Context: an optimization exercise on an open-source flow, tuned for small area and a short achievable clock period. The choices shown serve that exercise and are no tape-out recipe. At most, simulation tests tie the RTL to the original design; equivalence was not proved. For runs 6 and 7, only the layout was checked, not whether the RTL still works. Power and IR drop assume default switching activity.

<file path="design.v">
module sce_top (
    input  wire        clk,
    input  wire        rst,             
    input  wire        req_valid,
    output wire        req_ready,
    input  wire [2:0]  req_op,
    input  wire [31:0] req_reg,
    input  wire [31:0] req_value,
    input  wire [31:0] req_width,
    input  wire [31:0] req_height,
    input  wire [31:0] req_baud,
    input  wire [31:0] req_timeout,
    output reg         rsp_valid,
    output reg  [2:0]  rsp_status,
    output wire [7:0]  rsp_value,
    output wire [31:0] rsp_received,
    output wire [31:0] rsp_expected,
    input  wire        teardown,
    output reg         link_cmd_valid,
    output wire [2:0]  link_cmd,
    output wire [23:0] link_wdata,
    output wire [1:0]  link_wlen,
    output wire [31:0] link_rd_n,
    output reg  [31:0] link_baud,
    output reg  [31:0] link_timeout,
    input  wire        link_ans_valid,
    input  wire        link_ans_ok,
    input  wire        link_rx_valid,
    input  wire [7:0]  link_rx_data,
    output reg         pix_valid,
    output wire [23:0] pix_rgb,
    output wire        pix_eol,
    output wire        pix_eof
);
    localparam [2:0] ST_OK               = 3'd0;
    localparam [2:0] ST_CONNECTION_ERROR = 3'd1;
    localparam [2:0] ST_INVALID_ARGUMENT = 3'd2;
    localparam [2:0] ST_INCOMPLETE_FRAME = 3'd3;
    localparam [2:0] ST_IO_ERROR         = 3'd4;
    localparam [2:0] ST_RESPONSE_TIMEOUT = 3'd5;
    localparam [2:0] ST_INVALID_STATE    = 3'd6;
    localparam [2:0] ST_ABORTED          = 3'd7;
    localparam [2:0] S_OPEN_W  = 3'd0;    
    localparam [2:0] S_IDLE    = 3'd1;    
    localparam [2:0] S_FLUSH_W = 3'd2;    
    localparam [2:0] S_TX_W    = 3'd3;    
    localparam [2:0] S_READ_W  = 3'd4;    
    reg [2:0]  state;
    reg        rdy;           
    reg        sess;
    reg        td_pending;
    reg        op_w;          
    reg        op_r;          
    reg        sz320;         
    reg        sz176;         
    reg [15:0] buf16;         
    reg [17:0] rem;           
    reg        chunk_any;     
    reg [3:0]  row_k;         
    wire st_idle  = ~state[1] &  state[0];
    wire st_open  = ~state[2] & ~state[1] & ~state[0];
    wire st_read  =  state[2];
    wire td_seen  = td_pending | teardown;
    assign req_ready = rdy & ~teardown;
    wire [17:0] byte_size = sz320 ? 18'd153600 : sz176 ? 18'd50688 : 18'd38400;
    wire        z5       = ~|rem[4:0];
    wire        z6       = z5 & ~rem[5];
    wire        z7       = z6 & ~rem[6];
    wire        low_zero = sz176 ? z5 : sz320 ? z7 : z6;
    wire [3:0]  row_km1  = (row_k == 4'd0) ? (sz176 ? 4'd10 : 4'd4) : row_k - 4'd1;
    wire p176 = (req_width == 32'd176) && (req_height == 32'd144);
    wire p160 = (req_width == 32'd160) && (req_height == 32'd120);
    wire p320 = (req_width == 32'd320) && (req_height == 32'd240);
    wire preset_ok = p176 | p160 | p320;
    wire reg_ok    = ~|req_reg[31:8];
    wire value_ok  = ~|req_value[31:8];
    assign link_cmd     = state;
    assign link_wdata   = {op_w, 1'b0, op_w, 1'b0, op_w, 1'b0, op_w, 1'b0, buf16};
    assign link_wlen    = {op_w | op_r, ~op_r};
    assign link_rd_n    = {14'd0, rem};
    assign rsp_value    = buf16[15:8];
    assign rsp_expected = {14'd0, byte_size};
    assign rsp_received = {14'd0, byte_size + ~rem + 18'd1};
    assign pix_eof      = ~|rem;
    assign pix_eol      = low_zero & (row_k == 4'd0);
    function [2:0] lo5;           
        input [4:0] x;
        begin
            lo5 = (x >= 5'd31) ? 3'd7 : (x >= 5'd27) ? 3'd6 : (x >= 5'd23) ? 3'd5 :
                  (x >= 5'd18) ? 3'd4 : (x >= 5'd14) ? 3'd3 : (x >= 5'd9)  ? 3'd2 :
                  (x >= 5'd5)  ? 3'd1 : 3'd0;
        end
    endfunction
    function [1:0] lo6;           
        input [5:0] x;
        begin
            lo6 = (x >= 6'd63) ? 2'd3 : (x >= 6'd42) ? 2'd2 : (x >= 6'd21) ? 2'd1 : 2'd0;
        end
    endfunction
    assign pix_rgb = {buf16[15:11], lo5(buf16[15:11]),
                      buf16[10:5],  lo6(buf16[10:5]),
                      buf16[4:0],   lo5(buf16[4:0])};
    wire rx       = link_rx_valid & st_read;
    wire ans      = link_ans_valid;
    wire fail     = td_seen | ~link_ans_ok;        
    wire read_end = ~chunk_any | ~|rem;            
    wire arg_bad  = req_op[1] ? (~reg_ok | (~req_op[0] & ~value_ok))
                              : (~req_op[2] & ~req_op[0] & ~preset_ok);
    wire is_close = ~req_op[2] & ~req_op[1] & req_op[0];
    wire op_valid = ~req_op[2] | (~req_op[1] & ~req_op[0]);     
    wire take     = st_idle & ~td_seen & req_valid & op_valid;
    wire starts   = take & ~arg_bad & (req_op[0] | req_op[1] | req_op[2] ? sess : ~sess)
                         & ~is_close;                          
    reg  [2:0] state_n;
    reg        cmd_n, rsp_n, sess_n;
    reg  [2:0] status_n;
    always @* begin
        state_n  = state;
        cmd_n    = 1'b0;
        rsp_n    = 1'b0;
        sess_n   = sess;
        status_n = 3'bxxx;
        if (st_idle) begin
            status_n = {~is_close & ~arg_bad, ~is_close, 1'b0};
            if (td_seen) begin
                cmd_n  = sess;
                sess_n = 1'b0;
            end else if (take) begin
                if (is_close) begin
                    cmd_n  = sess;
                    sess_n = 1'b0;
                    rsp_n  = 1'b1;
                end else if (starts) begin
                    cmd_n   = 1'b1;
                    state_n = req_op[2] | req_op[1] ? S_FLUSH_W : S_OPEN_W;
                end else
                    rsp_n  = 1'b1;
            end
        end else if (st_open) begin
            status_n = {2'b00, ~link_ans_ok};
            if (ans) begin
                rsp_n   = 1'b1;
                sess_n  = link_ans_ok;
                state_n = S_IDLE;
            end
        end else begin
            if (fail)
                status_n = {1'b1, td_seen, td_seen};
            else
                status_n = {st_read & ~chunk_any & op_r, st_read & ~chunk_any & ~op_r,
                            st_read & ~chunk_any};
            if (ans) begin
                if (fail) begin
                    cmd_n   = 1'b1;
                    sess_n  = 1'b0;
                    rsp_n   = 1'b1;
                    state_n = S_IDLE;
                end else if (!state[2]) begin
                    if (!state[0]) begin
                        cmd_n   = 1'b1;             
                        state_n = S_TX_W;
                    end else if (op_w) begin
                        rsp_n   = 1'b1;             
                        state_n = S_IDLE;
                    end else begin
                        cmd_n   = 1'b1;             
                        state_n = S_READ_W;
                    end
                end else if (read_end) begin
                    rsp_n   = 1'b1;
                    state_n = S_IDLE;
                end else
                    cmd_n   = 1'b1;                 
            end
        end
    end
    wire td_n = ~st_idle & ~(ans & ~st_open) & td_seen;
    wire first_read = ans & ~fail & (state == S_TX_W);
    always @(posedge clk) begin
        link_baud    <= req_baud;
        link_timeout <= req_timeout;
        rsp_status   <= status_n;
        pix_valid    <= rx & rem[0] & ~op_r & ~rst;
        if (st_idle) begin
            op_w <= req_op[1] & ~req_op[0];
            op_r <= req_op[1] &  req_op[0];
            buf16[15:8] <= req_op[1] ? (req_op[0] ? 8'hBB : req_reg[7:0]) : 8'h00;
            buf16[7:0]  <= req_op[1] ? (req_op[0] ? req_reg[7:0] : req_value[7:0]) : 8'hCC;
            if (!sess) begin
                sz320 <= p320;
                sz176 <= p176;
            end
        end
        if (rx) begin
            chunk_any <= 1'b1;
            rem       <= rem - 18'd1;
            if (low_zero) row_k <= row_km1;
            if (rem[0]) buf16[15:8] <= link_rx_data;
            else        buf16[7:0]  <= link_rx_data;
        end
        if (ans & st_read)
            chunk_any <= 1'b0;
        if (first_read) begin
            chunk_any <= 1'b0;
            rem       <= op_r ? 18'd1 : byte_size;
            row_k     <= 4'd0;
        end
        if (rst) begin
            state          <= S_IDLE;
            rdy            <= 1'b1;
            sess           <= 1'b0;
            td_pending     <= 1'b0;
            link_cmd_valid <= 1'b0;
            rsp_valid      <= 1'b0;
        end else begin
            state          <= state_n;
            rdy            <= (state_n == S_IDLE) & ~td_n;
            sess           <= sess_n;
            td_pending     <= td_n;
            link_cmd_valid <= cmd_n;
            rsp_valid      <= rsp_n;
        end
    end
endmodule
</file>
<file path="flow/run.sh">
#!/bin/bash
# Own layout flow: the standard ORFS flow, with the port buffers and the
# clock tree built from small cells instead of the defaults (delay buffers
# on every port, a clkbuf_16 tree with dummy loads).
set -euo pipefail
export BUFFER_PORTS_ARGS="-buffer_cell sky130_fd_sc_hd__buf_1"
export CTS_ARGS="-sink_clustering_enable -repair_clock_nets -dont_use_dummy_load -root_buf sky130_fd_sc_hd__clkbuf_8 -buf_list sky130_fd_sc_hd__clkbuf_8 -sink_clustering_size 30"
bash standard.sh finish > flow_standard.log 2>&1
</file>
<file path="standard.sh">
#!/bin/bash
# synth_recipe.tcl (not shown) runs the flow's synth.tcl, then flattens the netlist and writes it again
# the make line also repeats each setting of config.mk as NAME=value (left out here)
make -C /OpenROAD-flow-scripts/flow DESIGN_CONFIG=/design/flow/config.mk WORK_HOME=/design/flow/orfs CLKGATE_MAP_FILE= SYNTH_SCRIPT=/design/flow/synth_recipe.tcl "${@:-finish}"
</file>
<file path="config.mk">
export PLATFORM = sky130hd
export DESIGN_NAME = sce_top
export DESIGN_NICKNAME = sce_top
export VERILOG_FILES = /design/flow/design.v
export SDC_FILE = /design/flow/constraint.sdc
export NUM_CORES = 4
export LEC_CHECK = 0
export CAP_MARGIN = 20
export CORE_MARGIN = 2
export CORE_UTILIZATION = 25
export PLACE_DENSITY = 0.8
export SLEW_MARGIN = 20
</file>
<file path="constraint.sdc">
create_clock -name core_clock -period 12.0 [get_ports {clk}]
set_input_delay 2.4000 -clock core_clock [delete_from_list [all_inputs] [get_ports {clk}]]
set_output_delay 2.4000 -clock core_clock [all_outputs]
set_load 0.01 [all_outputs]
</file>
==> impl_metrics.py, run 1 <==
metrics = {
    "status": {
        "status": "complete, no violations",
    },
    "grt": {
        "grt_max_degree": 23,
        "grt_antenna_before_repair": 6,
        "grt_overflow_total": 0,
        "grt_pass1_wl_mm": 28.9,
        "first_global_vias": 5289,
        "grtUsageTotal_pct": 15.9,
    },
    "logic_synthesis": {
        "synth_fa_ha_area_share_pct": 1.98,
        "synth_mux_area_share_pct": 2.13,
        "synth_xor_area_share_pct": 3.54,
        "synthSimpleGateAreaFrac_pct": 16.7,
        "synth-edff-count": 22,
        "synth_area_leaders": "dfxtp_1, buf_4, edfxtp_1",
        "syn_inst": 613,
        "synth-compound-area-share_pct": 14.4,
        "synth.yosys.seq_area_share_pct": 45.8,
        "synth_area_mm2": 0.00569,
        "synth.distinct_cells": 56,
        "ys.warnings.count": 1,
        "synth_top_family_by_area": "simple AND/OR/NAND/NOR gates",
        "synth_seq_cells": 119,
        "synth_largest_area_cell": "dfxtp_1",
        "syn_area_per_cell_um2": 9.28,
        "synth.top_cell.area_share_pct": 34.1,
        "synth_async_sr_flop_share_pct": 0,
        "synth_ff_type": "dfxtp_1",
    },
    "finish": {
        "final_cell_mix": "buf_1, dfxtp_1, conb_1",
        "final_layout_size_suffix_gt1_share_pct": 4.47,
        "fillers": 2368,
        "stdcell_count": 1251,
        "final_common_cell": "buf_1",
        "area_growth_pct": 26.8,
        "fin_nets": 1183,
    },
    "route": {
        "via_count": 5747,
        "dr.pass1.iters": 5,
        "drc_errors": 0,
        "antenna_left": 0,
        "drt_wl_total_mm": 20.4,
        "wl_per_cell_um": 16.3,
        "drtIter0Drc": 332,
        "via_per_inst": 4.59,
    },
    "critical_path": {
        "critPathArrivalTime_ns": 2.98,
        "path_class": "register to output pin",
        "slowest_stage": "nor3b_1",
        "end_kind": "output pin",
        "start_kind": "register",
        "crit_fanout": 9,
        "path_cells": "inv_1 > ha_1 > nor3b_1 > a41oi_1 > o211ai_1 > a21oi_1 > o21ai_0 > xnor2_1 > buf_1",
        "cpPeakStageDelay_ns": 0.58,
        "critPathRequiredTime_ns": 9.60,
    },
    "sta": {
        "worst_clock_skew_ns": 0.0279,
        "slew_headroom_pct": 37.6,
        "period_share_pct": 44.9,
        "min_period_ns": 5.38,
        "hold_violations": 0,
        "worst_slew_pin_slew_ns": 0.936,
        "timing.final.setup_violations": 0,
        "clock.fmax_ghz": 0.186,
        "hold_ws_ns": 0.510,
        "grt_setup_unrepaired": "false",
        "report.final.slew_viol_count": 0,
        "fin_tns_setup_ns": 0,
    },
    "clock_tree": {
        "cts_buffer_depth": 2,
        "h-tree-depth": 4,
        "cts_resized": 0,
        "clkTransAtPathRegs_ns": 0.05,
        "clkSinkCount": 119,
        "cts_buffers": 17,
        "cts_root_buffer": "clkbuf_8",
        "clock_latency_ns": 0.42,
        "cts_hold_buffers": 0,
        "cts_setup_buffers": 0,
        "cts_tree": "yes",
    },
    "pwr": {
        "power_density_mw_per_mm2": 111,
        "total_power_w": 0.000798,
        "p_leak_nw": 2.65,
        "ir_drop_mv": 0.0648,
    },
    "placement": {
        "numPlacedInstances": 1230,
        "gp_congestion": 0.910,
        "hpwl_mm": 16.5,
        "io_buffers": 382,
    },
    "die": {
        "die_w_um": 155,
        "num_rows": 55,
        "die_h_um": 155,
        "pin_count": 440,
        "dieArea_mm2": 0.0240,
        "start_util_pct": 25.3,
        "core_area_mm2": 0.0225,
    },
    "job": {
        "maxCapViolCount": 0,
    },
    "hold_path": {
        "min_path_type": "register to register",
    },
}
## cells by family after synthesis
kind of cell    after synthesis
simple gates                181
buf+inv                     143
compound gates              126
flops                       119
xor+xnor                     23
mux                          11
fa+ha+maj                     9
other cells                   1
## critical path, delay by kind of cell (launching register included)
family | cells | cell delay (ns)
buffers and inverters | 2 | 0.27
DFF | 1 | 0.53
xor gates and xnor gates | 1 | 0.14
adders and majority gates | 1 | 0.18
and+or+nand+nor | 1 | 0.58
AOI/OAI and AO/OA | 4 | 0.88
## per-layer routing
| metal | vias up | routed length, um | track usage (%) |
|---|---|---|---|
| met1 | 2688 | 8200 | 18.6 |
| li1 | 2730 | - | - |
| met3 | 36 | 1230 | 2.69 |
| met2 | 293 | 10300 | 28.6 |
| met4 | 0 | 656 | 7.23 |
| met5 | - | 0 | 0 |
## cells in the mapped netlist, drive strengths merged (8+ instances only)
cell / number
nor2b: 8
o211ai: 9
nand2: 34
nor3: 14
ha: 9
nand3: 9
clkbuf: 16
edfxtp: 22
a31oi: 13
nand2b: 8
buf: 95
a21oi: 37
nor2: 47
o21ai: 21
nor4: 29
xnor2: 17
mux2: 9
inv: 32
dfxtp: 97
## metrics by stage
| step | utilization [%] | setup slack (ns) | instance area [um2] |
|---|---|---|---|
| final | 32.0 | 6.62 | 7210 |
| after CTS | 32.0 | 6.57 | 7200 |
| after floorplan | - | 7.02 | 5900 |
| after global placement | 31.0 | 6.83 | 6970 |
| after global routing | 32.0 | 6.30 | 7210 |
| after detailed placement | 31.0 | 6.83 | 6970 |
## final timing paths
path,slack (ns),startpoint,to,cells after the start
worst max-delay path,6.62,rem[0]$_DFFE_PP_,rsp_received[16],9
worst max register to register,8.94,rem[0]$_DFFE_PP_,link_cmd_valid$_SDFF_PP0_,8
worst min-delay path,0.51,row_k[3]$_SDFFE_PP0P_,row_k[3]$_SDFFE_PP0P_,1
worst min register to register,0.51,row_k[3]$_SDFFE_PP0P_,row_k[3]$_SDFFE_PP0P_,1
## layout make-up
| cell class | count | area (um2) | area share [%] |
|---|---|---|---|
| antenna | 4 | 10.0 | 0.139 |
| sequential | 119 | 2600 | 36.1 |
| multi-input combinational | 407 | 2420 | 33.5 |
| timing repair buffer | 387 | 1470 | 20.4 |
| clock buffer | 17 | 234 | 3.24 |
| tap | 285 | 357 | 4.95 |
| inverter | 32 | 120 | 1.67 |
## sequential cells by signal, indices dropped and copies added, names as in the netlist, 3 cells and up
register      flops
buf16            16
link_baud        32
link_timeout     32
rem              18
row_k             4
rsp_status        3
state             3
## power breakdown
group	internal (W)	total, W	switching, W
clock	0.000125	0.000269	0.000144
combinational	0.0000365	0.0000950	0.0000585
sequential	0.000421	0.000434	0.0000127
total	0.000582	0.000798	0.000215
==> run 2, diff against run 1 <==
--- a/config.mk
+++ b/config.mk
@@ -7,6 +7,6 @@
 export LEC_CHECK = 0
 export CAP_MARGIN = 20
 export CORE_MARGIN = 2
-export CORE_UTILIZATION = 25
-export PLACE_DENSITY = 0.8
+export CORE_UTILIZATION = 40
+export PLACE_DENSITY = 0.6
 export SLEW_MARGIN = 20
==> impl_metrics.py, run 2 <==
metrics = {
    "status": {
        "haltStage": "I/O pin placement (3_2_place_iop)",
        "status": "stopped before the end",
        "firstError": "[ERROR PPL-0024] Number of IO pins (440) exceeds maximum number of available positions (438). Increase the die perimeter from 492.94um to 598.40um.",
    },
    "logic_synthesis": {
        "synth_area_mm2": 0.00569,
        "synth.top_cell.area_share_pct": 34.1,
        "ys_top_cells_by_count": "dfxtp_1, buf_4, nor2_1",
        "synth-edff-count": 22,
        "synth.yosys.seq_area_share_pct": 45.8,
        "synth_seq_cells": 119,
        "syn_area_per_cell_um2": 9.28,
        "syn_inst": 613,
        "ys.warnings.count": 1,
        "synth_largest_area_cell": "dfxtp_1",
        "synth_ff_type": "dfxtp_1",
        "synth_async_sr_flop_share_pct": 0,
        "synth.distinct_cells": 56,
        "synth_area_leaders": "dfxtp_1, buf_4, edfxtp_1",
        "synth.most_common_cell": "dfxtp_1",
    },
    "die": {
        "die_h_um": 123,
        "start_util_pct": 41.0,
        "die_w_um": 123,
        "num_rows": 43,
    },
}
==> run 2: cell counts after synthesis <==
No cell type changed its count.
==> run 2: cells by family after synthesis <==
group / after synthesis / share of synthesized area [%]
multiplexers: 11 / 2.13
adder cells (fa/ha/maj): 9 / 1.98
XOR/XNOR: 23 / 3.54
AND/OR/NAND/NOR: 181 / 16.7
other: 1 / 0.0659
AO/OA/AOI/OAI: 126 / 14.4
buffers and inverters: 143 / 15.4
flip-flops: 119 / 45.8
==> run 3, diff against run 2 <==
--- a/config.mk
+++ b/config.mk
@@ -7,6 +7,6 @@
 export LEC_CHECK = 0
 export CAP_MARGIN = 20
 export CORE_MARGIN = 2
-export CORE_UTILIZATION = 40
+export CORE_UTILIZATION = 25
 export PLACE_DENSITY = 0.6
 export SLEW_MARGIN = 20
==> impl_metrics.py, run 3 <==
metrics = {
    "status": {
        "status": "complete, no violations",
    },
    "grt": {
        "grt_antenna_before_repair": 0,
        "first_global_vias": 5007,
        "grt_overflow_total": 0,
        "grt_max_degree": 23,
        "grt_pass1_wl_mm": 28.5,
        "grtUsageTotal_pct": 15.7,
    },
    "critical_path": {
        "end_kind": "output pin",
        "critPathRequiredTime_ns": 9.60,
        "slowest_stage": "nor3b_1",
        "critPathArrivalTime_ns": 3.01,
        "path_class": "register to output pin",
        "cpPeakStageDelay_ns": 0.61,
        "r2r_start": "rem[0]$_DFFE_PP_",
        "path_cells": "inv_1 > ha_1 > nor3b_1 > a41oi_1 > o211ai_1 > a21oi_1 > o21ai_0 > xnor2_1 > buf_1",
        "crit_fanout": 9,
        "critPathLaunch": "rem[0]$_DFFE_PP_",
        "start_kind": "register",
    },
    "hold_path": {
        "min-delay-start": "row_k[2]$_SDFFE_PP0P_",
        "min_path_type": "register to register",
    },
    "finish": {
        "largest_registers": "link_baud: 32 flops, link_timeout: 32 flops, rem: 18 flops",
        "n_antenna_cell": 0,
        "final_common_cell": "buf_1",
        "final_layout_size_suffix_gt1_share_pct": 4.47,
        "final_cell_mix": "buf_1, dfxtp_1, conb_1",
        "area_growth_pct": 26.6,
        "stdcell_count": 1247,
        "fin_nets": 1183,
        "fin_area_mm2": 0.00720,
    },
    "logic_synthesis": {
        "synth_ff_type": "dfxtp_1",
        "ys_top_cells_by_count": "dfxtp_1, buf_4, nor2_1",
        "synth_seq_cells": 119,
        "synth_async_sr_flop_share_pct": 0,
        "syn_inst": 613,
        "synth-edff-count": 22,
        "ys.warnings.count": 1,
        "synth.yosys.seq_area_share_pct": 45.8,
        "synth_largest_area_cell": "dfxtp_1",
        "synth_area_leaders": "dfxtp_1, buf_4, edfxtp_1",
        "synth_area_mm2": 0.00569,
        "synth.top_cell.area_share_pct": 34.1,
        "synth.distinct_cells": 56,
        "syn_area_per_cell_um2": 9.28,
        "synth.most_common_cell": "dfxtp_1",
    },
    "die": {
        "die_w_um": 155,
        "start_util_pct": 25.3,
        "core_area_mm2": 0.0225,
        "pin_count": 440,
        "die_h_um": 155,
        "num_rows": 55,
        "dieArea_mm2": 0.0240,
    },
    "sta": {
        "hold_violations": 0,
        "worst_slew_pin_slew_ns": 0.806,
        "report.final.slew_viol_count": 0,
        "fin_tns_setup_ns": 0,
        "worst_clock_skew_ns": 0.0261,
        "period_share_pct": 45.1,
        "clock.fmax_ghz": 0.185,
        "grt_setup_unrepaired": "false",
        "slew_headroom_pct": 46.1,
        "min_period_ns": 5.41,
        "timing.final.setup_violations": 0,
        "hold_ws_ns": 0.519,
    },
    "clock_tree": {
        "cts_buffers": 17,
        "cts_buffer_depth": 2,
        "cts_tree": "yes",
        "cts_resized": 0,
        "clock_latency_ns": 0.42,
        "cts_hold_buffers": 0,
        "clkTransAtPathRegs_ns": 0.06,
        "cts_setup_buffers": 0,
        "clkSinkCount": 119,
        "h-tree-depth": 4,
        "cts_root_buffer": "clkbuf_8",
    },
    "placement": {
        "io_buffers": 382,
        "numPlacedInstances": 1230,
        "dpl_cell_area_mm2": 0.00697,
        "gp_congestion": 0.857,
        "hpwl_mm": 15.9,
    },
    "route": {
        "via_per_inst": 4.39,
        "maxUsedRoutingLayer": "met4",
        "antenna_left": 0,
        "drc_errors": 0,
        "wl_per_cell_um": 15.9,
        "drt-met1-wl_mm": 8.61,
        "route.met2.wl_mm": 10.2,
        "drt_wl_total_mm": 19.8,
        "dr.pass1.iters": 5,
        "via_count": 5472,
        "drtIter0Drc": 308,
        "wl_met3_um": 931,
    },
    "pwr": {
        "power_density_mw_per_mm2": 110,
        "p_leak_nw": 2.65,
        "total_power_w": 0.000795,
        "ir_drop_mv": 0.0533,
    },
    "job": {
        "maxCapViolCount": 0,
    },
}
run 3: cell counts after synthesis:
Identical to the previous run, type by type.
run 3: logic make-up (layout without fill, tap and decap cells):
logic type                 after synthesis  in the layout  synth area share (%)
and+or+nand+nor                        181            181                  16.7
xor gates and xnor gates                23             23                  3.54
adders and majority gates                9              9                  1.98
muxes                                   11             11                  2.13
buffers and inverters                  143            436                  15.4
DFF                                    119            119                  45.8
other                                    1             57                0.0659
AOI/OAI and AO/OA                      126            126                  14.4
run 3: power by group:
group	internal, W	switching [W]	leakage (nW)
logic	0.0000367	0.0000575	1.50
registers	0.000421	0.0000121	1.02
clock network	0.000125	0.000142	0.122
total	0.000583	0.000212	2.65
run 3: cell type report:
class                   count  area, um2
clock buffers              17        234
fillers                  2428      15300
inverters                  32        120
multi-input cells         407       2420
flip-flops and latches    119       2600
well taps                 285        357
repair buffers            387       1470
run 3: worst paths after layout:
path / slack (ns) / cells after the start / endpoint
setup / recovery: 6.59 / 9 / rsp_received[16]
setup reg to reg: 9.01 / 8 / rdy$_SDFF_PP1_
hold reg to reg: 0.52 / 2 / row_k[2]$_SDFFE_PP0P_
hold / removal: 0.52 / 2 / row_k[2]$_SDFFE_PP0P_
run 3: critical path, delay by kind of cell (launching register included):
kind	cells	cell delay [ns]
flops	1	0.51
simple gates	1	0.61
xor+xnor	1	0.14
fa+ha+maj	1	0.18
compound gates	4	0.91
buf+inv	2	0.26
run 3: per-layer routing:
metal | track usage, % | vias up
met5 | 0 | -
met4 | 3.57 | 0
met3 | 3.50 | 8
met2 | 28.0 | 208
met1 | 19.4 | 2534
li1 | - | 2722
run 3: stage by stage:
stage	setup slack [ns]	utilization (%)
4_1_cts	6.53	32.0
5_1_grt	6.17	32.0
3_5_place_dp	6.67	31.0
6_report	6.59	32.0
3_3_place_gp	6.68	31.0
2_1_floorplan	7.02	-
==> run 4, diff against run 3 <==
--- a/config.mk
+++ b/config.mk
@@ -7,6 +7,6 @@
 export LEC_CHECK = 0
 export CAP_MARGIN = 20
 export CORE_MARGIN = 2
-export CORE_UTILIZATION = 25
-export PLACE_DENSITY = 0.6
+export CORE_UTILIZATION = 60
+export PLACE_DENSITY = 0.75
 export SLEW_MARGIN = 20
==> impl_metrics.py, run 4 <==
metrics = {
    "logic_synthesis": {
        "synth.most_common_cell": "dfxtp_1",
        "synth_area_mm2": 0.00569,
        "ys_top_cells_by_count": "dfxtp_1, buf_4, nor2_1",
        "synth_area_leaders": "dfxtp_1, buf_4, edfxtp_1",
        "synth_largest_area_cell": "dfxtp_1",
        "synth_async_sr_flop_share_pct": 0,
        "synth.yosys.seq_area_share_pct": 45.8,
        "syn_area_per_cell_um2": 9.28,
        "synth_ff_type": "dfxtp_1",
        "synth_seq_cells": 119,
        "syn_inst": 613,
        "synth-edff-count": 22,
        "synth.top_cell.area_share_pct": 34.1,
        "ys.warnings.count": 1,
        "synth.distinct_cells": 56,
    },
    "die": {
        "die_w_um": 101,
        "start_util_pct": 61.8,
        "num_rows": 35,
        "die_h_um": 101,
    },
    "status": {
        "status": "stopped before the end",
        "haltStage": "I/O pin placement (3_2_place_iop)",
        "firstError": "[ERROR PPL-0024] Number of IO pins (440) exceeds maximum number of available positions (358). Increase the die perimeter from 405.42um to 598.40um.",
    },
}
==> run 4: cell counts after synthesis <==
No cell type changed its count.
==> run 4: cells by family after synthesis <==
| group | share of synthesized area (%) |
|---|---|
| AO/OA/AOI/OAI | 14.4 |
| XOR/XNOR | 3.54 |
| adder cells (fa/ha/maj) | 1.98 |
| buffers and inverters | 15.4 |
| flip-flops | 45.8 |
| multiplexers | 2.13 |
| other | 0.0659 |
| AND/OR/NAND/NOR | 16.7 |
==> run 5, diff against run 4 <==
==> flow/run.sh (replaced) <==
#!/bin/bash
# Own layout flow: the standard ORFS flow, with the port buffers and the
# clock tree built from small cells instead of the defaults (delay buffers
# on every port, a clkbuf_16 tree with dummy loads), and timing repair aimed
# at a slack margin well above the 12 ns clock's needs.
set -euo pipefail
export BUFFER_PORTS_ARGS="-buffer_cell sky130_fd_sc_hd__buf_1"
export CTS_ARGS="-sink_clustering_enable -repair_clock_nets -dont_use_dummy_load -root_buf sky130_fd_sc_hd__clkbuf_8 -buf_list sky130_fd_sc_hd__clkbuf_8"
export SETUP_SLACK_MARGIN=6.9
bash standard.sh finish > flow_standard.log 2>&1
--- a/config.mk
+++ b/config.mk
@@ -7,6 +7,6 @@
 export LEC_CHECK = 0
 export CAP_MARGIN = 20
 export CORE_MARGIN = 2
-export CORE_UTILIZATION = 60
-export PLACE_DENSITY = 0.75
+export CORE_UTILIZATION = 25
+export PLACE_DENSITY = 0.8
 export SLEW_MARGIN = 20
==> impl_metrics.py, run 5 <==
metrics = {
    "logic_synthesis": {
        "synth-edff-count": 22,
        "syn_area_per_cell_um2": 9.28,
        "synth_seq_cells": 119,
        "ys_top_cells_by_count": "dfxtp_1, buf_4, nor2_1",
        "synth.yosys.seq_area_share_pct": 45.8,
        "synth.most_common_cell": "dfxtp_1",
        "synth_largest_area_cell": "dfxtp_1",
        "synth_area_leaders": "dfxtp_1, buf_4, edfxtp_1",
        "synth_async_sr_flop_share_pct": 0,
        "syn_inst": 613,
        "synth.distinct_cells": 56,
        "synth.top_cell.area_share_pct": 34.1,
        "synth_area_mm2": 0.00569,
        "synth_ff_type": "dfxtp_1",
        "ys.warnings.count": 1,
    },
    "die": {
        "num_rows": 55,
        "dieArea_mm2": 0.0240,
        "core_area_mm2": 0.0225,
        "pin_count": 440,
        "die_h_um": 155,
        "start_util_pct": 25.3,
        "die_w_um": 155,
    },
    "clock_tree": {
        "cts_tree": "yes",
        "cts_buffers": 17,
        "h-tree-depth": 4,
        "clock_latency_ns": 0.42,
        "clkSinkCount": 119,
        "cts_buffer_depth": 2,
        "cts_root_buffer": "clkbuf_8",
        "clkTransAtPathRegs_ns": 0.05,
    },
    "route": {
        "drtIter0Drc": 365,
        "via_count": 5810,
        "dr.pass1.iters": 7,
        "drc_errors": 0,
        "wl_per_cell_um": 16.5,
        "via_per_inst": 4.60,
        "antenna_left": 0,
        "drt_wl_total_mm": 20.9,
    },
    "finish": {
        "final_layout_size_suffix_gt1_share_pct": 6.46,
        "stdcell_count": 1264,
        "fillers": 2353,
        "final_cell_mix": "buf_1, dfxtp_1, conb_1",
        "fin_nets": 1196,
        "largest_registers": "link_baud: 32 flops, link_timeout: 32 flops, rem: 18 flops",
        "final_common_cell": "buf_1",
        "utilization_pct": 32.7,
        "area_growth_pct": 29.4,
    },
    "grt": {
        "use_met1_pct": 18.8,
        "grt_pass1_wl_mm": 29.2,
        "first_global_vias": 5315,
        "grt_overflow_total": 0,
        "grtUsageTotal_pct": 16.1,
        "met3_usage_pct": 2.72,
        "grt_antenna_before_repair": 6,
        "grt.busiest_layer": "met2",
        "grt_max_degree": 23,
        "grt_util_met2_pct": 28.8,
    },
    "critical_path": {
        "end_kind": "output pin",
        "crit_fanout": 2,
        "crit_buf_inv": 2,
        "critPathArrivalTime_ns": 2.72,
        "cpPeakStageDelay_ns": 0.14,
        "path_class": "input port to output pin",
        "slowest_stage": "buf_2",
        "critPathRequiredTime_ns": 9.60,
        "crit_family": "buffers and inverters",
        "path_cells": "buf_6 > nor2b_1 > buf_2",
        "start_kind": "input port",
    },
    "placement": {
        "numPlacedInstances": 1230,
        "gp_congestion": 0.910,
        "hpwl_mm": 16.5,
        "io_buffers": 382,
    },
    "sta": {
        "worst_clock_skew_ns": 0.0283,
        "worst_slew_pin_slew_ns": 0.904,
        "hold_ws_ns": 0.505,
        "hold_violations": 0,
        "timing.final.setup_violations": 0,
        "min_period_ns": 5.12,
        "period_share_pct": 42.7,
        "report.final.slew_viol_count": 0,
        "slew_headroom_pct": 39.7,
        "clock.fmax_ghz": 0.195,
        "fin_tns_setup_ns": 0,
        "grt_setup_unrepaired": "true",
    },
    "pwr": {
        "power.switching_w": 0.000216,
        "internal_power_w": 0.000583,
        "p_leak_nw": 2.73,
        "ir_drop_mv": 0.0649,
        "total_power_w": 0.000799,
        "power_density_mw_per_mm2": 109,
        "p_seq_share_pct": 54.3,
        "pwr-share-clk_pct": 33.7,
        "p_comb_share_pct": 12.0,
        "swShare_pct": 27.0,
    },
    "hold_path": {
        "min_path_type": "register to register",
    },
    "job": {
        "maxCapViolCount": 0,
    },
    "status": {
        "status": "complete, no violations",
    },
}
==> run 5: timing repair <==
action	4_1_cts	5_1_grt
hold buffers	0	0
endpoints found under the setup margin	6	5
hold endpoints to repair	0	0
pin swaps	0	2
buffers inserted	3	10
cloned	0	0
gates resized for setup	7	4
==> run 5: final cells by class <==
cell class              count  area, um2  share of cell area, %
inverters                  32        120                   1.63
multi-input cells         407       2460                   33.4
flip-flops and latches    119       2600                   35.4
diodes                      4       10.0                  0.136
clock buffers              17        234                   3.18
well taps                 285        357                   4.85
repair buffers            400       1580                   21.5
==> run 5: stage by stage <==
| stage | cell area (um2) | worst slack, ns |
|---|---|---|
| 2_1_floorplan | 5900 | 7.02 |
| 3_3_place_gp | 6970 | 6.83 |
| 3_5_place_dp | 6970 | 6.83 |
| 4_1_cts | 7260 | 6.88 |
| 5_1_grt | 7360 | 6.75 |
| 6_report | 7360 | 6.88 |
==> run 5: worst min-delay path, cell delays in order, from the launching register on <==
cell,delay (ns)
dfxtp_1,0.32
o21ai_0,0.07
a21oi_1,0.06
==> run 5: power groups by stage <==
stage | registers, W | clock network [W] | logic [W]
detailed placement | 0.000443 | 0 | 0.0000948
floorplan | 0.000446 | 0 | 0.0000558
CTS | 0.000434 | 0.000278 | 0.0000958
global placement | 0.000442 | 0 | 0.0000934
finish | 0.000434 | 0.000269 | 0.0000957
global route | 0.000436 | 0.000291 | 0.000105
==> run 5: final timing paths <==
check                                                  to  cells past startpoint  slack, ns             startpoint
worst max register to register  link_cmd_valid$_SDFF_PP0_                      7       9.06       rem[9]$_DFFE_PP_
worst min-delay path                row_k[2]$_SDFFE_PP0P_                      2       0.51  row_k[2]$_SDFFE_PP0P_
worst min register to register      row_k[2]$_SDFFE_PP0P_                      2       0.51  row_k[2]$_SDFFE_PP0P_
worst max-delay path                            req_ready                      3       6.88               teardown
==> run 5: kinds of logic (layout without fill, tap and decap cells) <==
logic type	Yosys count	in the layout	synth area share, %
AO/OA/AOI/OAI	126	126	14.4
multiplexers	11	11	2.13
flip-flops	119	119	45.8
XOR/XNOR	23	23	3.54
other	1	61	0.0659
AND/OR/NAND/NOR	181	181	16.7
buffers and inverters	143	449	15.4
adder cells (fa/ha/maj)	9	9	1.98
==> run 5: metal layers <==
metal  wire length, um  share of wire, %
met1              8350                40
met4               762               3.6
met3              1250               6.0
met2             10500                50
met5                 0                 0
==> run 6, diff against run 5 <==
--- a/design.v
+++ b/design.v
@@ -80,7 +80,9 @@
     assign link_rd_n    = {14'd0, rem};
     assign rsp_value    = buf16[15:8];
     assign rsp_expected = {14'd0, byte_size};
-    assign rsp_received = {14'd0, byte_size + ~rem + 18'd1};
+    wire [17:0] rem_dec  = rem - 18'd1;
+    wire [8:0]  size_hi  = sz320 ? 9'd300 : sz176 ? 9'd99 : 9'd75;
+    assign rsp_received = {14'd0, size_hi + ~rem_dec[17:9], ~rem_dec[8:0]};
     assign pix_eof      = ~|rem;
     assign pix_eol      = low_zero & (row_k == 4'd0);
     function [2:0] lo5;           
@@ -193,7 +195,7 @@
         end
         if (rx) begin
             chunk_any <= 1'b1;
-            rem       <= rem - 18'd1;
+            rem       <= rem_dec;
             if (low_zero) row_k <= row_km1;
             if (rem[0]) buf16[15:8] <= link_rx_data;
             else        buf16[7:0]  <= link_rx_data;
==> flow/run.sh (replaced) <==
#!/bin/bash
# Own layout flow: the standard ORFS flow with
#  - synthesis exactly as standard.sh runs it, except that ABC maps the
#    combinational logic with an area-oriented script (flow/abc.script)
#    instead of ORFS's abc_speed.script; registers are untouched;
#  - port buffers and clock tree from small cells instead of the defaults
#    (delay buffers on every port, a clkbuf_16 tree with dummy loads);
#  - timing repair aimed at a slack margin well above the 12 ns clock's needs.
set -euo pipefail
here=$(pwd)
rm -rf "$here/scripts_abc"
cp -r "$FLOW_HOME/scripts" "$here/scripts_abc"
cp "$here/flow/abc.script" "$here/scripts_abc/abc_speed.script"
bash standard.sh SCRIPTS_DIR="$here/scripts_abc" synth > flow_synth.log 2>&1
export BUFFER_PORTS_ARGS="-buffer_cell sky130_fd_sc_hd__buf_1"
export CTS_ARGS="-sink_clustering_enable -repair_clock_nets -dont_use_dummy_load -root_buf sky130_fd_sc_hd__clkbuf_8 -buf_list sky130_fd_sc_hd__clkbuf_8"
export SETUP_SLACK_MARGIN=6.9
bash standard.sh finish > flow_standard.log 2>&1
==> flow/abc.script (new file) <==
strash
&get -n
&st
&syn2
&synch2
&dch
&nf -R 1000
&put
topo
==> impl_metrics.py, run 6 <==
metrics = {
    "route": {
        "drc_errors": 0,
        "antenna_left": 0,
        "drt_wl_total_mm": 20.0,
        "wl_met3_mm": 1.81,
        "route.met2.wl_mm": 9.82,
        "via_count": 5617,
        "drtIter0Drc": 377,
        "dr.pass1.iters": 5,
        "via_per_inst": 4.53,
        "wl_per_cell_um": 16.1,
        "drt-met1-wl_mm": 8.01,
        "maxUsedRoutingLayer": "met5",
    },
    "finish": {
        "largest_registers": "link_baud: 32 flops, link_timeout: 32 flops, rem: 18 flops",
        "final_layout_size_suffix_gt1_share_pct": 8.20,
        "area_growth_pct": 36.5,
        "final_common_cell": "buf_1",
        "stdcell_count": 1239,
        "fillers": 2222,
        "n_antenna_cell": 0,
        "fin_nets": 1185,
        "final_cell_mix": "buf_1, dfxtp_1, nor2_1",
    },
    "clock_tree": {
        "cts_tree": "yes",
        "clock_latency_ns": 0.41,
        "cts_buffer_depth": 2,
        "clkTransAtPathRegs_ns": 0.06,
        "cts_hold_buffers": 0,
        "clkSinkCount": 119,
        "h-tree-depth": 4,
        "cts_root_buffer": "clkbuf_8",
        "cts_buffers": 17,
    },
    "logic_synthesis": {
        "ys_top_cells_by_count": "dfxtp_1, buf_4, nor2_1",
        "synth.most_common_cell": "dfxtp_1",
        "synth_ff_type": "dfxtp_1",
        "ys.warnings.count": 1,
        "synthSimpleGateAreaFrac_pct": 18.1,
        "synth_area_mm2": 0.00532,
        "synth_async_sr_flop_share_pct": 0,
        "synth.yosys.seq_area_share_pct": 48.9,
        "synth_area_leaders": "dfxtp_1, buf_4, edfxtp_1",
        "synth_fa_ha_area_share_pct": 2.26,
        "synth-edff-count": 22,
        "synth_top_family_by_area": "simple AND/OR/NAND/NOR gates",
        "synth_largest_area_cell": "dfxtp_1",
        "synth_xor_area_share_pct": 3.62,
        "synth.distinct_cells": 43,
        "synth-compound-area-share_pct": 12.5,
        "synth_seq_cells": 119,
        "synth.top_cell.area_share_pct": 36.5,
        "syn_area_per_cell_um2": 9.28,
        "syn_inst": 573,
        "synth_mux_area_share_pct": 0.400,
    },
    "pwr": {
        "power_density_mw_per_mm2": 109,
        "p_leak_nw": 2.65,
        "ir_drop_mv": 0.0494,
    },
    "critical_path": {
        "critPathRequiredTime_ns": 9.60,
        "r2r_start": "rem[0]$_DFFE_PP_",
        "path_class": "register to output pin",
        "critPathArrivalTime_ns": 3.42,
        "rrSetupSlack_ns": 9.05,
        "rr_endpoint": "rdy$_SDFF_PP1_",
        "end_kind": "output pin",
        "r2r_cells": 16,
        "critPathLaunch": "rem[0]$_DFFE_PP_",
        "crit_fanout": 3,
        "start_kind": "register",
    },
    "die": {
        "die_h_um": 150,
        "pin_count": 440,
        "core_area_mm2": 0.0210,
        "die_w_um": 150,
        "dieArea_mm2": 0.0225,
        "start_util_pct": 25.4,
        "num_rows": 53,
    },
    "sta": {
        "clock.fmax_ghz": 0.172,
        "worst_slew_pin_slew_ns": 0.928,
        "timing.final.setup_violations": 0,
        "min_period_ns": 5.82,
        "slew_headroom_pct": 38.1,
        "grt_setup_unrepaired": "true",
        "report.final.slew_viol_count": 0,
        "hold_violations": 0,
        "period_share_pct": 48.5,
        "fin_tns_setup_ns": 0,
        "worst_clock_skew_ns": 0.0174,
    },
    "placement": {
        "hpwl_mm": 15.9,
        "io_buffers": 382,
        "gp_congestion": 0.883,
        "numPlacedInstances": 1197,
    },
    "hold_path": {
        "min_path_type": "register to register",
        "min_path_cells": 1,
        "min_to": "row_k[0]$_SDFFE_PP0P_",
        "min-delay-start": "row_k[0]$_SDFFE_PP0P_",
    },
    "grt": {
        "grt_overflow_total": 0,
        "grt_pass1_wl_mm": 27.8,
        "grt_antenna_before_repair": 1,
        "grtUsageTotal_pct": 16.3,
        "grt_max_degree": 26,
        "first_global_vias": 5210,
    },
    "job": {
        "maxCapViolCount": 0,
    },
    "status": {
        "status": "complete, no violations",
    },
}
==> run 6: cell types whose count changed after synthesis, moves of 6 or more <==
cell,change
clkbuf_1,-16
clkinv_1,+18
inv_1,-32
mux2_2,-9
nand2_1,+14
nor2_1,+18
o211ai_1,-7
o21a_1,+6
o22ai_1,-7
==> run 6: final cells by class <==
type                       instances  area (um2)  share of cell area, %
tap                              275         344                   4.74
clock buffer                      17         234                   3.22
sequential                       119        2600                   35.8
inverter                          18        70.1                  0.965
multi-input combinational        401        2340                   32.3
timing repair buffer             409        1670                   23.0
==> run 6: layer usage <==
metal,vias to the layer above,track usage [%]
met2,348,27.4
met5,-,0
met4,2,5.14
met3,32,4.57
li1,2660,-
met1,2575,20.3
==> run 6: worst max-delay path: stages, from the launching register on <==
cell and delay [ns]:
edfxtp_1 0.39, buf_4 0.16, nor4_4 0.29, nand2b_1 0.17, nor3b_4 0.33, xnor2_2 0.12, ha_2 0.20, buf_4 0.13
a21o_1 0.18, a21oi_2 0.17, nor2b_1 0.08, o21a_1 0.18, a21o_1 0.16, a21oi_2 0.17, xnor2_2 0.13, buf_2 0.14
==> run 6: stage by stage <==
stage / setup WS, ns / cell area, um2 / total power, W / utilization (%) / hold slack [ns]
3_3_place_gp: 6.62 / 6730 / 0.000534 / 32.1 / 0.477
3_5_place_dp: 6.50 / 6730 / 0.000537 / 32.1 / 0.496
6_report: 6.18 / 7260 / 0.000792 / 34.7 / 0.507
4_1_cts: 6.22 / 7180 / 0.000801 / 34.3 / 0.506
2_1_floorplan: 6.84 / 5620 / 0.000500 / - / 0.460
5_1_grt: 5.98 / 7260 / 0.000829 / 34.7 / 0.555
==> run 6: repair_timing <==
action / 4_1_cts / 5_1_grt
buffers inserted: 21 / 4
resized for setup: 16 / 12
endpoints found under the setup margin: 10 / 10
pin swaps: 2 / 8
==> run 6: worst max-delay path by stage <==
stage                             to  cells past startpoint
floorplan           rsp_received[17]                     12
global placement    rsp_received[17]                     13
detailed placement  rsp_received[17]                     13
CTS                 rsp_received[17]                     13
global route        rsp_received[16]                     15
finish              rsp_received[16]                     15
==> run 6: cell families (layout without fill, tap and decap cells) <==
logic type,count (synthesis),count (layout)
fa+ha+maj,9,9
buf+inv,109,444
other cells,1,57
xor+xnor,22,22
compound gates,108,108
mux,2,2
flops,119,119
simple gates,203,203
==> run 6: power by group <==
| part | leakage (nW) | internal [W] | switching (W) |
|---|---|---|---|
| Sequential | 1.03 | 0.000422 | 0.0000126 |
| Combinational | 1.50 | 0.0000358 | 0.0000601 |
| Clock | 0.122 | 0.000125 | 0.000137 |
==> run 7, diff against run 6 <==
--- a/flow/run.sh
+++ b/flow/run.sh
@@ -5,6 +5,7 @@
 #    instead of ORFS's abc_speed.script; registers are untouched;
 #  - port buffers and clock tree from small cells instead of the defaults
 #    (delay buffers on every port, a clkbuf_16 tree with dummy loads);
+#  - one tie cell for all constant outputs;
 #  - timing repair aimed at a slack margin well above the 12 ns clock's needs.
 set -euo pipefail
 here=$(pwd)
@@ -15,4 +16,5 @@
 export BUFFER_PORTS_ARGS="-buffer_cell sky130_fd_sc_hd__buf_1"
 export CTS_ARGS="-sink_clustering_enable -repair_clock_nets -dont_use_dummy_load -root_buf sky130_fd_sc_hd__clkbuf_8 -buf_list sky130_fd_sc_hd__clkbuf_8"
 export SETUP_SLACK_MARGIN=6.9
+export SKIP_REPAIR_TIE_FANOUT=1
 bash standard.sh finish > flow_standard.log 2>&1
==> impl_metrics.py, run 7 <==
metrics = {
    "logic_synthesis": {
        "synth-edff-count": 22,
        "synth_ff_type": "dfxtp_1",
        "synth.distinct_cells": 43,
        "syn_inst": 573,
        "ys.warnings.count": 1,
        "synth.yosys.seq_area_share_pct": 48.9,
        "ys_top_cells_by_count": "dfxtp_1, buf_4, nor2_1",
        "syn_area_per_cell_um2": 9.28,
        "synth_largest_area_cell": "dfxtp_1",
        "synth_area_leaders": "dfxtp_1, buf_4, edfxtp_1",
        "synth.most_common_cell": "dfxtp_1",
        "synth_async_sr_flop_share_pct": 0,
        "synth_area_mm2": 0.00532,
        "synth.top_cell.area_share_pct": 36.5,
        "synth_seq_cells": 119,
    },
    "critical_path": {
        "rr_endpoint": "rdy$_SDFF_PP1_",
        "cpPeakStageDelay_ns": 0.48,
        "crit_buf_inv": 3,
        "critPathArrivalTime_ns": 3.36,
        "path_class": "register to output pin",
        "path_cells": "clkinv_2 > ha_4 > nand2b_4 > nor3_4 > nand2_2 > nor3_4 > xnor2_2 > buf_4 > fa_2 > a21o_1 > a21o_1 > a31oi_4 > nor2b_1 > o21ai_1 > xnor2_1 > buf_2",
        "rrSetupSlack_ns": 9.12,
        "crit_family": "compound AO/OA/AOI/OAI gates",
        "start_kind": "register",
        "critPathRequiredTime_ns": 9.60,
        "crit_fanout": 4,
        "r2r_cells": 15,
        "r2r_start": "rem[0]$_DFFE_PP_",
        "end_kind": "output pin",
        "slowest_stage": "edfxtp_1",
    },
    "clock_tree": {
        "h-tree-depth": 4,
        "clkTransAtPathRegs_ns": 0.05,
        "clock_latency_ns": 0.43,
        "cts_buffers": 17,
        "cts_root_buffer": "clkbuf_8",
        "cts_tree": "yes",
        "cts_buffer_depth": 2,
        "clkSinkCount": 119,
    },
    "sta": {
        "clock.fmax_ghz": 0.174,
        "fin_tns_setup_ns": 0,
        "timing.final.setup_violations": 0,
        "min_period_ns": 5.76,
        "slew_headroom_pct": 39.2,
        "report.final.slew_viol_count": 0,
        "worst_clock_skew_ns": 0.0358,
        "hold_violations": 0,
        "grt_setup_unrepaired": "true",
        "period_share_pct": 48.0,
        "worst_slew_pin_slew_ns": 0.911,
    },
    "finish": {
        "fin_nets": 1131,
        "fin_area_mm2": 0.00708,
        "area_growth_pct": 33.2,
        "final_common_cell": "buf_1",
        "largest_registers": "link_baud: 32 flops, link_timeout: 32 flops, rem: 18 flops",
        "final_layout_size_suffix_gt1_share_pct": 8.79,
        "final_cell_mix": "buf_1, dfxtp_1, nor2_1",
    },
    "pwr": {
        "power_density_mw_per_mm2": 111,
        "ir_drop_mv": 0.0476,
        "p_leak_nw": 2.47,
    },
    "grt": {
        "grtUsageTotal_pct": 16.1,
        "grt_overflow_total": 0,
        "grt_pass1_wl_mm": 27.5,
        "first_global_vias": 5003,
        "grt_max_degree": 58,
        "grt_antenna_before_repair": 1,
    },
    "die": {
        "core_area_mm2": 0.0210,
        "die_w_um": 150,
        "pin_count": 440,
        "start_util_pct": 25.4,
        "num_rows": 53,
        "dieArea_mm2": 0.0225,
        "die_h_um": 150,
    },
    "job": {
        "maxCapViolCount": 0,
    },
    "route": {
        "drtIter0Drc": 382,
        "drc_errors": 0,
        "dr.pass1.iters": 5,
        "via_per_inst": 4.66,
        "drt-met1-wl_mm": 8.21,
        "route.met2.wl_mm": 9.34,
        "maxUsedRoutingLayer": "met4",
        "wl_met3_mm": 1.66,
        "drt_wl_total_mm": 19.4,
        "wl_per_cell_um": 16.3,
        "via_count": 5529,
        "antenna_left": 0,
    },
    "placement": {
        "gp_congestion": 0.923,
        "hpwl_mm": 15.4,
        "dpl_cell_area_mm2": 0.00651,
        "io_buffers": 382,
    },
    "hold_path": {
        "min-delay-start": "row_k[0]$_SDFFE_PP0P_",
        "min_to": "row_k[0]$_SDFFE_PP0P_",
        "min_path_cells": 1,
        "min_path_type": "register to register",
    },
    "status": {
        "status": "complete, no violations",
    },
}
[run 7: per-layer routing]
layer,up-vias,global-route usage [%]
met5,-,0
met4,0,3.82
met3,14,3.87
met2,295,25.5
met1,2611,22.0
li1,2609,-
[run 7: how the worst max path moves through the flow]
stage	startpoint	end	slack, ns	cells past startpoint
after floorplan	rem[3]$_SDFFCE_PP0P_	rsp_received[17]	6.84	12
after global placement	rem[3]$_SDFFCE_PP0P_	rsp_received[17]	6.52	13
after detailed placement	rem[3]$_SDFFCE_PP0P_	rsp_received[17]	6.36	13
after CTS	rem[1]$_SDFFCE_PP0P_	rsp_received[17]	6.20	13
after global routing	rem[1]$_SDFFCE_PP0P_	rsp_received[17]	6.07	16
final	rem[0]$_DFFE_PP_	rsp_received[17]	6.24	16
[run 7: kinds of logic after synthesis]
group                      count (synthesis)  synth area share [%]
DFF                                      119                  48.9
AOI/OAI and AO/OA                        108                  12.5
other                                      1                0.0705
and+or+nand+nor                          203                  18.1
buffers and inverters                    109                  14.1
adders and majority gates                  9                  2.26
muxes                                      2                 0.400
xor gates and xnor gates                  22                  3.62
[run 7: repair_timing]
item,CTS,global route
cloned,0,0
setup endpoints to repair,10,10
hold buffers,0,0
resized for setup,15,14
setup buffers,19,9
pin swaps,12,4
[run 7: per-stage QoR]
step                total power (W)  util (%)  worst slack [ns]  hold WS [ns]  cells
floorplan                  0.000500         -              6.84         0.460    573
global placement           0.000534      31.1              6.52         0.478   1140
detailed placement         0.000536      31.1              6.36         0.493   1140
CTS                        0.000796      33.1              6.20         0.510   1176
global route               0.000826      33.8              6.07         0.537   1185
finish                     0.000789      33.8              6.24         0.510   1186
[run 7: final cells by class]
| cell class | instances | area [um2] |
|---|---|---|
| sequential | 119 | 2600 |
| multi-input combinational | 345 | 2140 |
| inverter | 18 | 68.8 |
| timing repair buffer | 411 | 1690 |
| clock buffer | 17 | 234 |
| antenna | 1 | 2.50 |
| tap | 275 | 344 |
| fill | 2185 | 13900 |
[run 7: power by group]
| group | internal [W] | leakage (nW) | switching (W) |
|---|---|---|---|
| sequential | 0.000422 | 1.03 | 0.0000129 |
| combinational | 0.0000358 | 1.32 | 0.0000595 |
| clock | 0.000124 | 0.122 | 0.000135 |
==> run 8, diff against run 7 <==
--- a/design.v
+++ b/design.v
@@ -82,7 +82,8 @@
     assign rsp_expected = {14'd0, byte_size};
     wire [17:0] rem_dec  = rem - 18'd1;
     wire [8:0]  size_hi  = sz320 ? 9'd300 : sz176 ? 9'd99 : 9'd75;
-    assign rsp_received = {14'd0, size_hi + ~rem_dec[17:9], ~rem_dec[8:0]};
+    wire [17:0] received = {size_hi + ~rem_dec[17:9], ~rem_dec[8:0]};
+    assign rsp_received = {14'd0, rem};
     assign pix_eof      = ~|rem;
     assign pix_eol      = low_zero & (row_k == 4'd0);
     function [2:0] lo5;           
@@ -202,6 +203,8 @@
         end
         if (ans & st_read)
             chunk_any <= 1'b0;
+        if (ans & st_read & ~chunk_any)
+            rem       <= received;
         if (first_read) begin
             chunk_any <= 1'b0;
             rem       <= op_r ? 18'd1 : byte_size;
--- a/flow/run.sh
+++ b/flow/run.sh
@@ -5,7 +5,6 @@
 #    instead of ORFS's abc_speed.script; registers are untouched;
 #  - port buffers and clock tree from small cells instead of the defaults
 #    (delay buffers on every port, a clkbuf_16 tree with dummy loads);
-#  - one tie cell for all constant outputs;
 #  - timing repair aimed at a slack margin well above the 12 ns clock's needs.
 set -euo pipefail
 here=$(pwd)
@@ -16,5 +15,4 @@
 export BUFFER_PORTS_ARGS="-buffer_cell sky130_fd_sc_hd__buf_1"
 export CTS_ARGS="-sink_clustering_enable -repair_clock_nets -dont_use_dummy_load -root_buf sky130_fd_sc_hd__clkbuf_8 -buf_list sky130_fd_sc_hd__clkbuf_8"
 export SETUP_SLACK_MARGIN=6.9
-export SKIP_REPAIR_TIE_FANOUT=1
 bash standard.sh finish > flow_standard.log 2>&1
==> impl_metrics.py, run 8 <==
metrics = {
    "status": {
        "status": "complete, no violations",
    },
    "placement": {
        "gp_congestion": 0.886,
        "hpwl_mm": 16.7,
        "io_buffers": 382,
        "dpl_cell_area_mm2": 0.00682,
    },
    "grt": {
        "grt_overflow_total": 0,
        "first_global_vias": 5465,
        "grtUsageTotal_pct": 16.7,
        "grt_antenna_before_repair": 1,
        "grt_max_degree": 26,
        "grt_pass1_wl_mm": 30.4,
    },
    "finish": {
        "final_cell_mix": "buf_1, dfxtp_1, nor2_1, conb_1, nand2_1",
        "utilization_pct": 32.6,
        "final_layout_size_suffix_gt1_share_pct": 3.29,
        "n_antenna_cell": 0,
        "final_common_cell": "buf_1",
        "area_growth_pct": 27.1,
        "fin_nets": 1193,
        "largest_registers": "link_baud: 32 flops, link_timeout: 32 flops, rem: 18 flops",
        "fin_area_mm2": 0.00715,
    },
    "logic_synthesis": {
        "synth_area_leaders": "dfxtp_1, buf_4, edfxtp_1",
        "syn_inst": 618,
        "synth.most_common_cell": "buf_4",
        "synth_ff_type": "dfxtp_1",
        "syn_area_per_cell_um2": 9.11,
        "synth.distinct_cells": 49,
        "synth_largest_area_cell": "dfxtp_1",
        "synth_seq_cells": 119,
        "synth-edff-count": 22,
        "synth_area_mm2": 0.00563,
        "synth_async_sr_flop_share_pct": 0,
        "ys_top_cells_by_count": "buf_4, dfxtp_1, nor2_1",
        "synth.yosys.seq_area_share_pct": 46.2,
        "ys.warnings.count": 1,
        "synth.top_cell.area_share_pct": 34.5,
    },
    "route": {
        "dr.pass1.iters": 5,
        "via_count": 5755,
        "antenna_left": 0,
        "via_per_inst": 4.60,
        "drtIter0Drc": 385,
        "drc_errors": 0,
        "wl_per_cell_um": 16.7,
        "drt_wl_total_mm": 20.8,
    },
    "critical_path": {
        "end_kind": "output pin",
        "cpPeakStageDelay_ns": 0.14,
        "start_kind": "input port",
        "critPathArrivalTime_ns": 2.72,
        "critPathRequiredTime_ns": 9.60,
        "path_cells": "buf_6 > nor2b_1 > buf_2",
        "crit_fanout": 2,
        "path_class": "input port to output pin",
        "slowest_stage": "buf_2",
    },
    "clock_tree": {
        "clkSinkCount": 119,
        "clkTransAtPathRegs_ns": 0.05,
        "h-tree-depth": 4,
        "clock_latency_ns": 0.43,
        "cts_tree": "yes",
        "cts_root_buffer": "clkbuf_8",
        "cts_buffer_depth": 2,
        "cts_hold_buffers": 0,
        "cts_buffers": 17,
    },
    "die": {
        "die_h_um": 154,
        "pin_count": 440,
        "start_util_pct": 25.6,
        "core_area_mm2": 0.0220,
        "dieArea_mm2": 0.0237,
        "num_rows": 54,
        "die_w_um": 154,
    },
    "sta": {
        "grt_setup_unrepaired": "true",
        "timing.final.setup_violations": 0,
        "fin_tns_setup_ns": 0,
        "worst_slew_pin_slew_ns": 0.849,
        "min_period_ns": 5.12,
        "report.final.slew_viol_count": 0,
        "worst_clock_skew_ns": 0.0206,
        "hold_ws_ns": 0.546,
        "period_share_pct": 42.7,
        "hold_violations": 0,
        "clock.fmax_ghz": 0.195,
        "slew_headroom_pct": 43.3,
    },
    "pwr": {
        "power_density_mw_per_mm2": 116,
        "total_power_w": 0.000829,
        "p_leak_nw": 2.55,
        "ir_drop_mv": 0.0544,
    },
    "job": {
        "maxCapViolCount": 0,
    },
    "hold_path": {
        "min_path_type": "register to register",
    },
}
## run 8: cell count changes after synthesis, sizes merged, moves of 3 or more
cell,delta
a21oi,+8
and4,+4
xnor2,+3
o21a,-4
xor2,-5
or3,+3
nand4,-4
nor4,-6
nor2b,+3
o21ai,+6
clkinv,+3
nor2,-7
buf,+17
## run 8: worst max-delay path, delay by kind of cell
family                 cells  cell delay, ns
buffers and inverters      2            0.23
and+or+nand+nor            1            0.09
## run 8: cell type report
cell class | count | area, um2
timing repair buffer | 389 | 1500
multi-input combinational | 426 | 2390
clock buffer | 17 | 234
fill | 2296 | 14800
tap | 280 | 350
sequential | 119 | 2600
inverter | 21 | 78.8
## run 8: cell families (layout without fill, tap and decap cells)
kind of cell / count (synthesis) / count (layout) / synth area share (%)
buf+inv: 129 / 427 / 15.8
mux: 2 / 2 / 0.356
flops: 119 / 119 / 46.2
simple gates: 211 / 211 / 18.5
xor+xnor: 20 / 20 / 3.11
compound gates: 126 / 126 / 13.6
fa+ha+maj: 10 / 10 / 2.31
other cells: 1 / 57 / 0.0666
## run 8: timing repair
action / 4_1_cts / 5_1_grt
setup endpoints to repair: 2 / 2
buffers inserted: 0 / 6
resized for setup: 4 / 8
pin swaps: 0 / 3
## run 8: metrics by stage
stage          std cells  setup WS [ns]
2_1_floorplan        674           7.02
3_3_place_gp        1229           6.83
3_5_place_dp        1229           6.85
4_1_cts             1246           6.88
5_1_grt             1252           6.84
6_report            1252           6.88
## run 8: path summary, 6_finish.rpt
check             slack, ns                   from                    end  cells past startpoint
setup / recovery       6.88               teardown              req_ready                      3
hold / removal         0.55  row_k[0]$_SDFFE_PP0P_  row_k[0]$_SDFFE_PP0P_                      1
setup reg to reg       7.90       rem[0]$_DFFE_PP_      rem[17]$_DFFE_PP_                     21
hold reg to reg        0.55  row_k[0]$_SDFFE_PP0P_  row_k[0]$_SDFFE_PP0P_                      1
## run 8: layer usage
metal	global-route usage, %	share of wire, %	up-vias
met1	19.9	39	2653
met5	0	0.062	-
met4	5.03	1.2	2
met2	28.7	50	349
met3	5.30	9.5	24
li1	-	-	2727
## run 8: where the power goes
part / switching (W) / total [W] / leakage (nW) / internal (W)
clock: 0.000139 / 0.000264 / 0.122 / 0.000124
combinational: 0.0000751 / 0.000119 / 1.43 / 0.0000441
sequential: 0.0000213 / 0.000447 / 0.996 / 0.000425
total: 0.000236 / 0.000829 / 2.55 / 0.000594
==> run 9, diff against run 8 <==
--- a/flow/run.sh
+++ b/flow/run.sh
@@ -5,6 +5,7 @@
 #    instead of ORFS's abc_speed.script; registers are untouched;
 #  - port buffers and clock tree from small cells instead of the defaults
 #    (delay buffers on every port, a clkbuf_16 tree with dummy loads);
+#  - one tie cell for all constant outputs;
 #  - timing repair aimed at a slack margin well above the 12 ns clock's needs.
 set -euo pipefail
 here=$(pwd)
@@ -15,4 +16,5 @@
 export BUFFER_PORTS_ARGS="-buffer_cell sky130_fd_sc_hd__buf_1"
 export CTS_ARGS="-sink_clustering_enable -repair_clock_nets -dont_use_dummy_load -root_buf sky130_fd_sc_hd__clkbuf_8 -buf_list sky130_fd_sc_hd__clkbuf_8"
 export SETUP_SLACK_MARGIN=6.9
+export SKIP_REPAIR_TIE_FANOUT=1
 bash standard.sh finish > flow_standard.log 2>&1
==> impl_metrics.py, run 9 <==
metrics = {
    "sta": {
        "min_period_ns": 5.11,
        "clock.fmax_ghz": 0.196,
        "worst_clock_skew_ns": 0.0223,
        "grt_setup_unrepaired": "true",
        "slew_headroom_pct": 40.3,
        "fin_tns_setup_ns": 0,
        "report.final.slew_viol_count": 0,
        "hold_violations": 0,
        "worst_slew_pin_slew_ns": 0.893,
        "timing.final.setup_violations": 0,
        "period_share_pct": 42.6,
    },
    "route": {
        "drtIter0Drc": 428,
        "antenna_left": 0,
        "drt_wl_total_mm": 20.1,
        "dr.pass1.iters": 6,
        "wl_per_cell_um": 16.8,
        "via_count": 5678,
        "via_per_inst": 4.75,
        "drc_errors": 0,
    },
    "clock_tree": {
        "clkSinkCount": 119,
        "cts_buffer_depth": 2,
        "cts_buffers": 17,
        "cts_root_buffer": "clkbuf_8",
        "cts_tree": "yes",
        "h-tree-depth": 4,
        "clock_latency_ns": 0.42,
        "cts_hold_buffers": 0,
        "clkTransAtPathRegs_ns": 0.07,
    },
    "placement": {
        "io_buffers": 382,
        "hpwl_mm": 16.1,
        "gp_congestion": 0.911,
        "numPlacedInstances": 1175,
    },
    "logic_synthesis": {
        "synth_ff_type": "dfxtp_1",
        "synth.most_common_cell": "buf_4",
        "synth-edff-count": 22,
        "syn_inst": 618,
        "ys_top_cells_by_count": "buf_4, dfxtp_1, nor2_1",
        "synth_largest_area_cell": "dfxtp_1",
        "synth_area_mm2": 0.00563,
        "synth_async_sr_flop_share_pct": 0,
        "synth.yosys.seq_area_share_pct": 46.2,
        "synth.distinct_cells": 49,
        "syn_area_per_cell_um2": 9.11,
        "synth_area_leaders": "dfxtp_1, buf_4, edfxtp_1",
        "synth.top_cell.area_share_pct": 34.5,
        "ys.warnings.count": 1,
        "synth_seq_cells": 119,
    },
    "critical_path": {
        "r2r_cells": 18,
        "crit_fanout": 2,
        "critPathRequiredTime_ns": 9.60,
        "end_kind": "output pin",
        "path_class": "input port to output pin",
        "critPathArrivalTime_ns": 2.71,
        "rrSetupSlack_ns": 8.17,
        "start_kind": "input port",
    },
    "grt": {
        "grt_overflow_total": 0,
        "grt_antenna_before_repair": 1,
        "grtUsageTotal_pct": 16.5,
        "first_global_vias": 5448,
        "grt_max_degree": 58,
        "grt_pass1_wl_mm": 30.5,
    },
    "finish": {
        "final_layout_size_suffix_gt1_share_pct": 3.06,
        "largest_registers": "link_baud: 32 flops, link_timeout: 32 flops, rem: 18 flops",
        "stdcell_count": 1196,
        "final_cell_mix": "buf_1, dfxtp_1, nor2_1",
        "final_common_cell": "buf_1",
        "utilization_pct": 31.5,
        "area_growth_pct": 23.0,
        "fin_nets": 1135,
    },
    "hold_path": {
        "min_path_type": "register to register",
        "min_path_cells": 2,
    },
    "pwr": {
        "p_leak_nw": 2.34,
        "power_density_mw_per_mm2": 120,
        "total_power_w": 0.000829,
        "ir_drop_mv": 0.0520,
    },
    "die": {
        "die_w_um": 154,
        "core_area_mm2": 0.0220,
        "dieArea_mm2": 0.0237,
        "die_h_um": 154,
        "start_util_pct": 25.6,
        "num_rows": 54,
        "pin_count": 440,
    },
    "job": {
        "maxCapViolCount": 0,
    },
    "status": {
        "status": "complete, no violations",
    },
}
## run 9: cell counts after synthesis
No cell type changed its count.
## run 9: cell type report
class | count | area [um2]
antenna | 2 | 5.00
multi-input combinational | 370 | 2170
inverter | 21 | 78.8
clock buffer | 17 | 234
sequential | 119 | 2600
fill | 2326 | 15000
timing repair buffer | 387 | 1480
tap | 280 | 350
## run 9: per-stage QoR
step / cell area (um2) / hold slack, ns / setup WS, ns
6_report: 6920 / 0.535 / 6.89
5_1_grt: 6920 / 0.586 / 6.86
4_1_cts: 6890 / 0.534 / 6.89
3_5_place_dp: 6630 / 0.527 / 6.86
3_3_place_gp: 6630 / 0.515 / 6.85
2_1_floorplan: 5630 / 0.492 / 7.02
## run 9: cells by family after synthesis
logic type	after synthesis	share of synthesized area, %
simple gates	211	18.5
buf+inv	129	15.8
compound gates	126	13.6
flops	119	46.2
xor+xnor	20	3.11
fa+ha+maj	10	2.31
mux	2	0.356
other cells	1	0.0666
## run 9: per-layer routing
metal  GRT usage, %  routed length, um
met3           3.35               1470
met5              0                  0
met1           20.3               8120
met4           6.85                519
met2           28.1              10000
## run 9: worst max-delay path, stage by stage
cell	delay [ns]
buf_6	0.09
nor2b_1	0.09
buf_2	0.13
## run 9: path summary, 6_finish.rpt
kind / startpoint / end
setup / recovery: teardown / req_ready
hold / removal: chunk_any$_SDFFE_PP0P_ / chunk_any$_SDFFE_PP0P_
setup reg to reg: rem[0]$_DFFE_PP_ / rem[17]$_DFFE_PP_
hold reg to reg: chunk_any$_SDFFE_PP0P_ / chunk_any$_SDFFE_PP0P_
## run 9: where the power goes
group	switching [W]	internal (W)
sequential	0.0000198	0.000425
clock	0.000140	0.000124
combinational	0.0000748	0.0000445
total	0.000234	0.000594
## run 9: timing repair
item / CTS / global route
pin swaps: 0 / 0
resized for setup: 3 / 6
buffers inserted: 2 / 0
endpoints found under the setup margin: 2 / 2

[what the ideal ports hide]
No port has a modelled driver above. Below, the same layouts with a new extraction and two added sets of constraints. Step 1 (the two cells are an assumption about what drives the block):
set clk [get_ports {clk}]
set_driving_cell -lib_cell sky130_fd_sc_hd__clkbuf_16 $clk
set_driving_cell -lib_cell sky130_fd_sc_hd__buf_2 [delete_from_list [all_inputs] $clk]
Step 2, shift: input delay + t, output delay - t, t = (earliest + latest rising clock arrival at the registers) / 2. This alone moves slack from input paths to output paths. Three values: ideal, step 1, step 2; two values: the first two.
| run | t, ns | setup WS [ns] | worst hold slack (ns) | worst slew at a driven data input, ns |
|---|---|---|---|---|
| run 1 | 0.440 | 6.617 / 6.583 / 6.812 | 0.510 / 0.510 / 0.510 | 0.13 |
| run 3 | 0.454 | 6.591 / 6.550 / 6.670 | 0.519 / 0.519 / 0.519 | 0.12 |
| run 5 | 0.442 | 6.876 / 6.843 / 6.843 | 0.505 / 0.505 / 0.505 | 0.12 |
| run 6 | 0.447 | 6.184 / 6.152 / 6.598 | 0.507 / 0.507 / 0.507 | 0.09 |
| run 7 | 0.453 | 6.243 / 6.209 / 6.661 | 0.510 / 0.510 / 0.510 | 0.07 |
| run 8 | 0.460 | 6.877 / 6.844 / 6.844 | 0.546 / 0.546 / 0.546 | 0.07 |
| run 9 | 0.452 | 6.894 / 6.853 / 6.853 | 0.535 / 0.535 / 0.535 | 0.12 |
After both steps every run listed still meets setup and hold. For run 9, which loses most, drivers alone change the setup slack by -0.041 ns; drivers and shift together by -0.041 ns.
